What follows belongs to an exercise in optimizing a design on an open flow for small area, a short achievable clock period and few clock cycles; a production flow would make more cautious choices. Function was checked by simulation only, so behaviour that the tests miss may differ from the original. Power and IR drop assume default switching activity.

==> design.v <==
module corec_tracker (
    input  wire        clk,
    input  wire        rst,           
    input  wire        cmd_valid,
    output wire        cmd_ready,
    input  wire [95:0] cmd,
    output wire        rsp_valid,
    input  wire        rsp_ready,
    output wire [2:0]  rsp_status,
    output wire [63:0] rsp_result,
    output wire        fault_o
);
    localparam integer W       = 32;
    localparam integer LOG2_W  = 5;
    localparam integer LOG2_R  = 10;
    localparam integer R       = 1 << LOG2_R;
    localparam integer LOG2_NW = LOG2_R - LOG2_W;
    localparam integer NW      = 1 << LOG2_NW;
    localparam [W-1:0] ALL_ONES = {W{1'b1}};
    localparam [5:0]   LOG2_R_F = LOG2_R;     
    localparam [31:0] C_SETBIT     = 32'h01;
    localparam [31:0] C_SETRANGE   = 32'h02;
    localparam [31:0] C_READBIT    = 32'h03;
    localparam [31:0] C_CONSUME    = 32'h04;
    localparam [31:0] C_RESETDRAIN = 32'h05;
    localparam [31:0] C_MSDONE     = 32'h06;
    localparam [31:0] C_LDWHOLE    = 32'h10;
    localparam [31:0] C_LDTAIL     = 32'h11;
    localparam [31:0] C_LDTAILR    = 32'h12;
    localparam [31:0] C_LDCTR      = 32'h13;
    localparam [31:0] C_LDCTRR     = 32'h14;
    localparam [31:0] C_STTAIL     = 32'h15;
    localparam [31:0] C_STCTR      = 32'h16;
    localparam [31:0] C_STWHOLE    = 32'h17;
    localparam [31:0] C_RDSTAT     = 32'h20;
    localparam [2:0] ST_OK        = 3'd0;
    localparam [2:0] ST_ILLEGAL   = 3'd1;
    localparam [2:0] ST_RANGE     = 3'd2;
    localparam [2:0] ST_FAULTED   = 3'd3;
    localparam [2:0] ST_INVARIANT = 3'd4;
    localparam [1:0] S_IDLE = 2'd0;
    localparam [1:0] S_BUSY = 2'd1;
    localparam [1:0] S_DONE = 2'd2;
    reg [W-1:0]        bm [0:NW-1];        
    reg [63:0]         cur;                
    reg                fault;
    reg [7:0]          fault_port;
    reg [LOG2_NW-1:0]  fault_word;
    reg [1:0]          state;
    reg [7:0]          op;                 
    reg [31:0]         opa;
    reg [31:0]         opb;
    reg [LOG2_R-1:0]   s;                  
    reg [LOG2_R:0]     rem;                
    reg [LOG2_NW-1:0]  w0;                 
    reg [LOG2_NW:0]    j;                  
    reg                phase_clear;        
    reg [2:0]          rsp_status_q;
    reg [63:0]         rsp_result_q;
    assign cmd_ready  = (state == S_IDLE);
    assign rsp_valid  = (state == S_DONE);
    assign rsp_status = rsp_status_q;
    assign rsp_result = rsp_result_q;
    assign fault_o    = fault;
    function [W-1:0] fitmask;
        input [LOG2_W-1:0] o;
        input [LOG2_W:0]   n;
        integer q;
        begin
            fitmask = {W{1'b0}};
            for (q = 0; q < W; q = q + 1)
                if (q >= o && q < o + n)
                    fitmask[W-1-q] = 1'b1;
        end
    endfunction
    function [LOG2_W:0] clo;
        input [W-1:0] v;
        integer k;
        begin
            clo = W;
            for (k = 0; k < W; k = k + 1)
                if (!v[k])
                    clo = W - 1 - k;
        end
    endfunction
    wire [31:0] c_ctrl = cmd[31:0];
    wire [31:0] c_opa  = cmd[63:32];
    wire [31:0] c_opb  = cmd[95:64];
    reg c_legal;
    reg c_fmt_i;       
    reg c_fmt_rg;      
    always @* begin
        c_legal  = 1'b0;
        c_fmt_i  = 1'b0;
        c_fmt_rg = 1'b0;
        case (c_ctrl)
            C_SETBIT, C_READBIT, C_CONSUME, C_RESETDRAIN, C_MSDONE: begin
                c_legal = 1'b1; c_fmt_i = 1'b1;
            end
            C_SETRANGE: begin
                c_legal = 1'b1; c_fmt_i = 1'b1; c_fmt_rg = 1'b1;
            end
            C_LDWHOLE, C_LDTAIL, C_LDTAILR, C_LDCTR, C_LDCTRR,
            C_STTAIL, C_STCTR, C_STWHOLE, C_RDSTAT:
                c_legal = 1'b1;
            default: ;
        endcase
    end
    wire c_opa_oor = |c_opa[31:LOG2_R];
    wire c_opb_oor = |c_opb[31:LOG2_R];
    wire [LOG2_NW-1:0] scan_w   = w0 + j[LOG2_NW-1:0];
    wire [W-1:0]       scan_v   = bm[scan_w];
    wire [LOG2_W-1:0]  sr_o     = s[LOG2_W-1:0];
    wire [LOG2_NW-1:0] sr_w     = s[LOG2_R-1:LOG2_W];
    wire [LOG2_W:0]    sr_room  = W - sr_o;                      
    wire [LOG2_W:0]    sr_n     = (rem < sr_room) ? rem[LOG2_W:0] : sr_room;
    wire [W-1:0]       sr_mask  = fitmask(sr_o, sr_n);
    wire [LOG2_NW-1:0] ix_w     = opa[LOG2_R-1:LOG2_W];
    wire [LOG2_W-1:0]  ix_pos   = (W - 1) - opa[LOG2_W-1:0];
    wire [LOG2_R-1:0]  hw_mark  = {scan_w, {LOG2_W{1'b0}}} + clo(scan_v) - 1'b1;
    wire [LOG2_R-1:0]  hw_full  = {w0, {LOG2_W{1'b0}}} - 1'b1;
    wire [63:0] status_word = {{(32-LOG2_NW){1'b0}}, fault_word,
                               2'b00, LOG2_R_F, 7'b0, 1'b0  ,
                               fault_port, 7'b0, fault};
    integer i;
    always @(posedge clk) begin
        if (rst) begin
            for (i = 0; i < NW; i = i + 1)
                bm[i] <= {W{1'b0}};
            cur          <= 64'd0;
            fault        <= 1'b0;
            fault_port   <= 8'd0;
            fault_word   <= {LOG2_NW{1'b0}};
            state        <= S_IDLE;
            op           <= 8'd0;
            opa          <= 32'd0;
            opb          <= 32'd0;
            s            <= {LOG2_R{1'b0}};
            rem          <= {(LOG2_R+1){1'b0}};
            w0           <= {LOG2_NW{1'b0}};
            j            <= {(LOG2_NW+1){1'b0}};
            phase_clear  <= 1'b0;
            rsp_status_q <= ST_OK;
            rsp_result_q <= 64'd0;
        end else begin
            case (state)
            S_IDLE: if (cmd_valid) begin
                op          <= c_ctrl[7:0];
                opa         <= c_opa;
                opb         <= c_opb;
                s           <= c_opa[LOG2_R-1:0];
                rem         <= {1'b0, c_opb[LOG2_R-1:0] - c_opa[LOG2_R-1:0]} + 1'b1;
                w0          <= c_opa[LOG2_R-1:LOG2_W];
                j           <= {(LOG2_NW+1){1'b0}};
                phase_clear <= 1'b0;
                rsp_result_q <= 64'd0;
                if (c_ctrl == C_RDSTAT) begin
                    state <= S_BUSY;
                end else if (fault) begin
                    rsp_status_q <= ST_FAULTED;
                    state        <= S_DONE;
                end else if (!c_legal) begin
                    rsp_status_q <= ST_ILLEGAL;
                    state        <= S_DONE;
                end else if ((c_fmt_i && c_opa_oor) || (c_fmt_rg && c_opb_oor)) begin
                    rsp_status_q <= ST_RANGE;
                    state        <= S_DONE;
                end else begin
                    state <= S_BUSY;
                end
            end
            S_BUSY: begin
                if (fault && op != C_RDSTAT[7:0]) begin
                    rsp_status_q <= ST_FAULTED;
                    rsp_result_q <= 64'd0;
                    state        <= S_DONE;
                end else begin
                    rsp_status_q <= ST_OK;
                    case (op)
                    C_SETBIT[7:0]: begin
                        bm[ix_w][ix_pos] <= 1'b1;
                        rsp_result_q <= 64'd0;
                        state        <= S_DONE;
                    end
                    C_SETRANGE[7:0]: begin
                        bm[sr_w] <= bm[sr_w] | sr_mask;
                        s        <= s + sr_n;
                        rem      <= rem - sr_n;
                        if (rem == {{(LOG2_R-LOG2_W){1'b0}}, sr_n}) begin
                            rsp_result_q <= 64'd0;
                            state        <= S_DONE;
                        end
                    end
                    C_READBIT[7:0]: begin
                        rsp_result_q <= {63'd0, bm[ix_w][ix_pos]};
                        state        <= S_DONE;
                    end
                    C_CONSUME[7:0]: begin
                        if (scan_v != ALL_ONES) begin
                            rsp_result_q <= {{(64-LOG2_R-1){1'b0}}, j, {LOG2_W{1'b0}}};
                            state        <= S_DONE;
                        end else begin
                            j <= j + 1'b1;
                            if (j == NW - 1) begin
                                rsp_result_q <= R;
                                state        <= S_DONE;
                            end
                        end
                    end
                    C_RESETDRAIN[7:0]: begin
                        if (!phase_clear) begin
                            if (scan_v != ALL_ONES) begin
                                rsp_result_q <= {{(64-LOG2_R-1){1'b0}}, j, {LOG2_W{1'b0}}};
                                state        <= S_DONE;
                            end else begin
                                phase_clear <= 1'b1;
                            end
                        end else begin
                            if (scan_v == ALL_ONES) begin
                                bm[scan_w]  <= {W{1'b0}};
                                j           <= j + 1'b1;
                                phase_clear <= 1'b0;
                                if (j == NW - 1) begin
                                    rsp_result_q <= R;
                                    state        <= S_DONE;
                                end
                            end else begin
                                fault        <= 1'b1;
                                fault_port   <= 8'd0;
                                fault_word   <= scan_w;
                                rsp_status_q <= ST_INVARIANT;
                                rsp_result_q <= {{(64-LOG2_R-1){1'b0}}, j, {LOG2_W{1'b0}}};
                                state        <= S_DONE;
                            end
                        end
                    end
                    C_MSDONE[7:0]: begin
                        if (scan_v != ALL_ONES) begin
                            rsp_result_q <= {{(64-LOG2_R){1'b0}}, hw_mark};
                            state        <= S_DONE;
                        end else begin
                            j <= j + 1'b1;
                            if (j == NW - 1) begin
                                rsp_result_q <= {{(64-LOG2_R){1'b0}}, hw_full};
                                state        <= S_DONE;
                            end
                        end
                    end
                    C_LDWHOLE[7:0]: begin
                        rsp_result_q <= cur;
                        state        <= S_DONE;
                    end
                    C_LDTAIL[7:0], C_LDTAILR[7:0]: begin
                        rsp_result_q <= {32'd0, cur[63:32]};
                        state        <= S_DONE;
                    end
                    C_LDCTR[7:0], C_LDCTRR[7:0]: begin
                        rsp_result_q <= {32'd0, cur[31:0]};
                        state        <= S_DONE;
                    end
                    C_STTAIL[7:0]: begin
                        cur[63:32]   <= opa;
                        rsp_result_q <= 64'd0;
                        state        <= S_DONE;
                    end
                    C_STCTR[7:0]: begin
                        cur[31:0]    <= opa;
                        rsp_result_q <= 64'd0;
                        state        <= S_DONE;
                    end
                    C_STWHOLE[7:0]: begin
                        cur          <= {opb, opa};
                        rsp_result_q <= 64'd0;
                        state        <= S_DONE;
                    end
                    C_RDSTAT[7:0]: begin
                        rsp_result_q <= status_word;
                        state        <= S_DONE;
                    end
                    default: begin
                        rsp_result_q <= 64'd0;
                        state        <= S_DONE;
                    end
                    endcase
                end
            end
            S_DONE: if (rsp_ready) begin
                state <= S_IDLE;
            end
            default: state <= S_IDLE;
            endcase
        end
    end
endmodule
==> run.sh <==
#!/bin/bash
# synth_recipe.tcl (not shown) runs the flow's synth.tcl, then flattens the netlist and writes it again
# the make line also repeats each setting of config.mk as NAME=value (left out here)
make -C /OpenROAD-flow-scripts/flow DESIGN_CONFIG=/design/flow/config.mk WORK_HOME=/design/flow/orfs CLKGATE_MAP_FILE= SYNTH_SCRIPT=/design/flow/synth_recipe.tcl finish
==> config.mk <==
export PLATFORM = sky130hd
export DESIGN_NAME = corec_tracker
export DESIGN_NICKNAME = corec_tracker
export VERILOG_FILES = /design/flow/design.v
export SDC_FILE = /design/flow/constraint.sdc
export NUM_CORES = 4
export LEC_CHECK = 0
export CAP_MARGIN = 20
export CORE_MARGIN = 2
export CORE_UTILIZATION = 40
export SLEW_MARGIN = 20
==> constraint.sdc <==
create_clock -name core_clock -period 10.0 [get_ports {clk}]
set_input_delay 2.0000 -clock core_clock [delete_from_list [all_inputs] [get_ports {clk}]]
set_output_delay 2.0000 -clock core_clock [all_outputs]
set_load 0.01 [all_outputs]
==> out/metrics.yaml <==
swShare: 0.3005
synthTopCellsByArea: "edfxtp_1 37%, mux4_2 23%, dfxtp_1 6.0%"
die_h_um: 460.8
grt_pass1_vias: 64910
syn-cell-area_mm2: 0.08348
path_buf_inv: 4
core_area_mm2: 0.2073
die_x_um: 460.8
setup_tns_ns: 0
clk_latency_ns: 0.85
fin_util: 0.4511
wl_per_cell_um: 33.88
cts-buffers-inserted: 153
ctsResizeCount: 0
synthDistinctLibCells: 94
cpLargestDelayFamily: "simple AND/OR/NAND/NOR gates"
h-tree-depth: 4
rsz0062_at_grt: "false"
slowest_delay_ns: 1.17
worstPathArrival_ns: 9.00
finalSetupViolations: 0
grt_max_degree: 220
seq_area_frac_synth: 0.4281
grt_overflow: 0
synth_top_area_share: 0.3684
die-area_mm2: 0.2124
synth_top_area_cell: "edfxtp_1"
postCtsSetupBuffers: 0
finalHoldViolations: 0
synth_edf_count: 1024
syn-num-nets: 7346
track_usage: 0.3090
cts_tree: "built"
register_area_mm2: 0.03577
crit_type: "flop to flop"
drt_first_iter_violations: 10340
endpoint_kind: "flop"
crit_chain: "ha_4, fa_4, buf_12, buf_4, mux4_2, mux2i_1, a221oi_1, and4_1, and4_1, and2_1, ha_1, nor2b_1, nand2_1, nand3_1, o21ai_0, buf_4, or2_2, nor2_1, nand2_4, buf_4, o21bai_1"
cts.reportedPaths.clkPinSlew_ns: 0.06
multi_input_area_mm2: 0.04440
initial_utilization: 0.4027
p_clk_frac: 0.385
slew_headroom: 0.1230
cts_sinks: 1273
syn2layout_area_growth_pct: 12.02
critical-path-slowest-cell: "fa_4"
ir_worst_vdd_v: 0.0001347
status: "complete, no violations"
remaining_drc_errors: 0
seqPwrFrac: 0.411
via_per_inst: 6.866
syn-instance-count: 7192
grt_pass1_wl_um: 475200
nNetsFinal: 7076
switchingPower_mw: 4.432
cap_violations: 0
crit_top_cell: "buf_4"
synth-seq-cells: 1273
power_density_mw_per_mm2: 157.8
ys.flop_type: "edfxtp_1"
routed_wirelength_um: 333300
fillers: 18890
drive_above_1_share: 0.2268
syn_avg_cell_area_um2: 11.61
path_max_fanout: 40
tightest_slew_ns: 1.310
ios: 170
fmax_mhz: 118.0
dr.pass1.iters: 7
async_flop_share: 0
final.min_clock_period_ns: 8.477
finalCritPeriodShare: 0.8477
postCtsHoldBufs: 0
final_antenna_net_count: 0
gp_congestion: 1.006
num_vias: 67550
cp.required_ns: 10.52
place_hpwl_um: 206500
leakagePower_nw: 32.12
skew_ns: 0.04674
intPower_mw: 10.32
port-buffer-count: 169
clockBufferDepth: 3
rows: 167
synth_warnings: 1
cts_root_buf: "clkbuf_16"
antenna_found_initial: 6
drv_slew: 0
hp-class: "flop to flop"
cp-start-kind: "flop"
pwr-share-comb: 0.204
worst register-to-register path: cells and delay by family, from the launching register on:
kind,cells,cell delay [ns]
simple gates,9,3.04
buf+inv,4,1.57
fa+ha+maj,3,1.51
compound gates,3,1.24
mux,2,0.43
flops,1,0.38
stage by stage:
stage                     hold slack [ns]  power, mW  cells  worst slack, ns  cell area, um2
after floorplan                    0.4357      7.933   7192            4.140           83480
after global placement             0.4419      9.011   9553            1.798           88470
after detailed placement           0.4458      9.048   9553            1.567           88480
after CTS                          0.4538      14.64   9831            1.543           93440
after global routing               0.4684      15.07   9834            1.425           93500
final                              0.4540      14.75   9838            1.523           93510
final cells by class:
class / count / share of cell area
inverter: 60 / 0.002516
tap: 2788 / 0.03731
sequential: 1273 / 0.3825
antenna: 5 / 0.0001338
clock buffer: 198 / 0.04461
timing repair buffer: 486 / 0.04967
clock inverter: 80 / 0.008390
multi-input combinational: 4948 / 0.4748
cell usage in the layout (no fill, tap or decap), types with 31 or more instances in the layout:
cell type        instances
a211oi_1                49
a22o_1                  69
dfxtp_1                238
nor2_2                  47
a21oi_1                531
ha_1                    48
clkbuf_16              156
inv_1                   57
nor2_1                 882
a22oi_1                 50
buf_4                  271
a21o_1                 533
a221oi_1                33
edfxtp_1              1024
clkdlybuf4s50_1        168
buf_12                  44
nand2_4                 32
mux2i_1                141
o21bai_1               517
clkbuf_1                31
nand2_1                521
nor3_1                  34
o21ai_0                 80
mux4_2                 868
o22ai_1                 31
nand3_1                 50
sequential cells by signal, summed over array words and instances, names as in the netlist, 3 cells and up, named ones only:
signal and flops:
opb 32, cur 64, j 6, rsp_result_q 64
s 10, rsp_status_q 3, fault_word 5, rem 11
op 8, bm 1024, opa 32
final timing paths:
| path | start | end | slack [ns] | depth (start not counted) |
|---|---|---|---|---|
| hold / removal | opb[22]$_SDFFE_PP0P_ | opb[22]$_SDFFE_PP0P_ | 0.45 | 2 |
| setup / recovery | j[0]$_SDFFE_PP0P_ | bm[24][14]$_SDFFCE_PN0P_ | 1.52 | 21 |
| hold reg to reg | opb[22]$_SDFFE_PP0P_ | opb[22]$_SDFFE_PP0P_ | 0.45 | 2 |
| setup reg to reg | j[0]$_SDFFE_PP0P_ | bm[24][14]$_SDFFCE_PN0P_ | 1.52 | 21 |
per-layer routing:
metal | part of all wire | routed length [um] | vias up | track usage
met5 | 0.00026 | 86 | - | 0.002067
met4 | 0.065 | 21520 | 8 | 0.1699
met3 | 0.14 | 45050 | 1090 | 0.09765
met2 | 0.43 | 144800 | 5011 | 0.4585
met1 | 0.37 | 121900 | 34420 | 0.4009
li1 | - | - | 27020 | -
synthesized netlist by cell type, types with 11 or more instances:
| master | instances |
|---|---|
| edfxtp_1 | 1024 |
| nor2_1 | 930 |
| mux4_2 | 868 |
| clkbuf_1 | 692 |
| nand2_1 | 558 |
| a21oi_1 | 540 |
| a21o_1 | 534 |
| o21bai_1 | 517 |
| dfxtp_1 | 249 |
| mux2i_1 | 142 |
| buf_1 | 127 |
| o21ai_0 | 80 |
| a22o_1 | 69 |
| inv_1 | 57 |
| a22oi_1 | 50 |
| nand3_1 | 50 |
| a211oi_1 | 49 |
| ha_1 | 49 |
| nor3_1 | 37 |
| a221oi_1 | 33 |
| buf_2 | 31 |
| buf_4 | 31 |
| o22ai_1 | 31 |
| a31oi_1 | 27 |
| nor2b_1 | 26 |
| buf_6 | 24 |
| nor4_1 | 23 |
| and2_1 | 22 |
| nand2b_1 | 21 |
| xnor2_1 | 20 |
| mux2_2 | 19 |
| nand4_1 | 17 |
| o21a_1 | 16 |
| and3_1 | 14 |
| xor2_1 | 14 |
| nand3b_1 | 12 |
| o21ai_1 | 12 |
| or3_1 | 12 |
| o31ai_1 | 11 |
power by group through the flow:
stage	registers (mW)	logic [mW]	clock network, mW
6_report	6.07	3.01	5.67
5_1_grt	6.09	3.08	5.90
4_1_cts	6.06	2.89	5.70
3_5_place_dp	6.17	2.88	0
3_3_place_gp	6.16	2.85	0
2_1_floorplan	6.07	1.86	0
kinds of logic after synthesis:
family | Yosys count | synth area share
xor gates and xnor gates | 36 | 0.003957
muxes | 1029 | 0.2538
adders and majority gates | 54 | 0.008544
DFF | 1273 | 0.4281
and+or+nand+nor | 1756 | 0.08691
AOI/OAI and AO/OA | 2073 | 0.1702
buffers and inverters | 971 | 0.04850
Testbench counts, summed over its fixed seeds: cycles 70,629.

[what the ideal ports hide]
Ports are ideal in the flow. The routed layout listed here was re-timed in OpenROAD.
Step 1: set_driving_cell puts a clkbuf_16 on clk and a buf_2 on each other input, an assumption about the parent block.
Step 2, shift: input delay + t, output delay - t, t = (earliest + latest rising clock arrival at the registers) / 2. This alone moves slack from input paths to output paths.
Slacks: ideal ports / drivers / drivers and shift; pairs: ideal ports / drivers.
t (ns): 0.918
setup WS [ns]: 1.523 / 1.523 / 1.523
worst setup path after step 2: register to register
slew at the worst register clock pin (ns): 0.07 / 0.07
worst data-port slew with drivers (ns): 0.07
After both steps this run still meets setup and hold. The setup slack of this run moves by 0.000 ns with the drivers and by 0.000 ns with both steps.
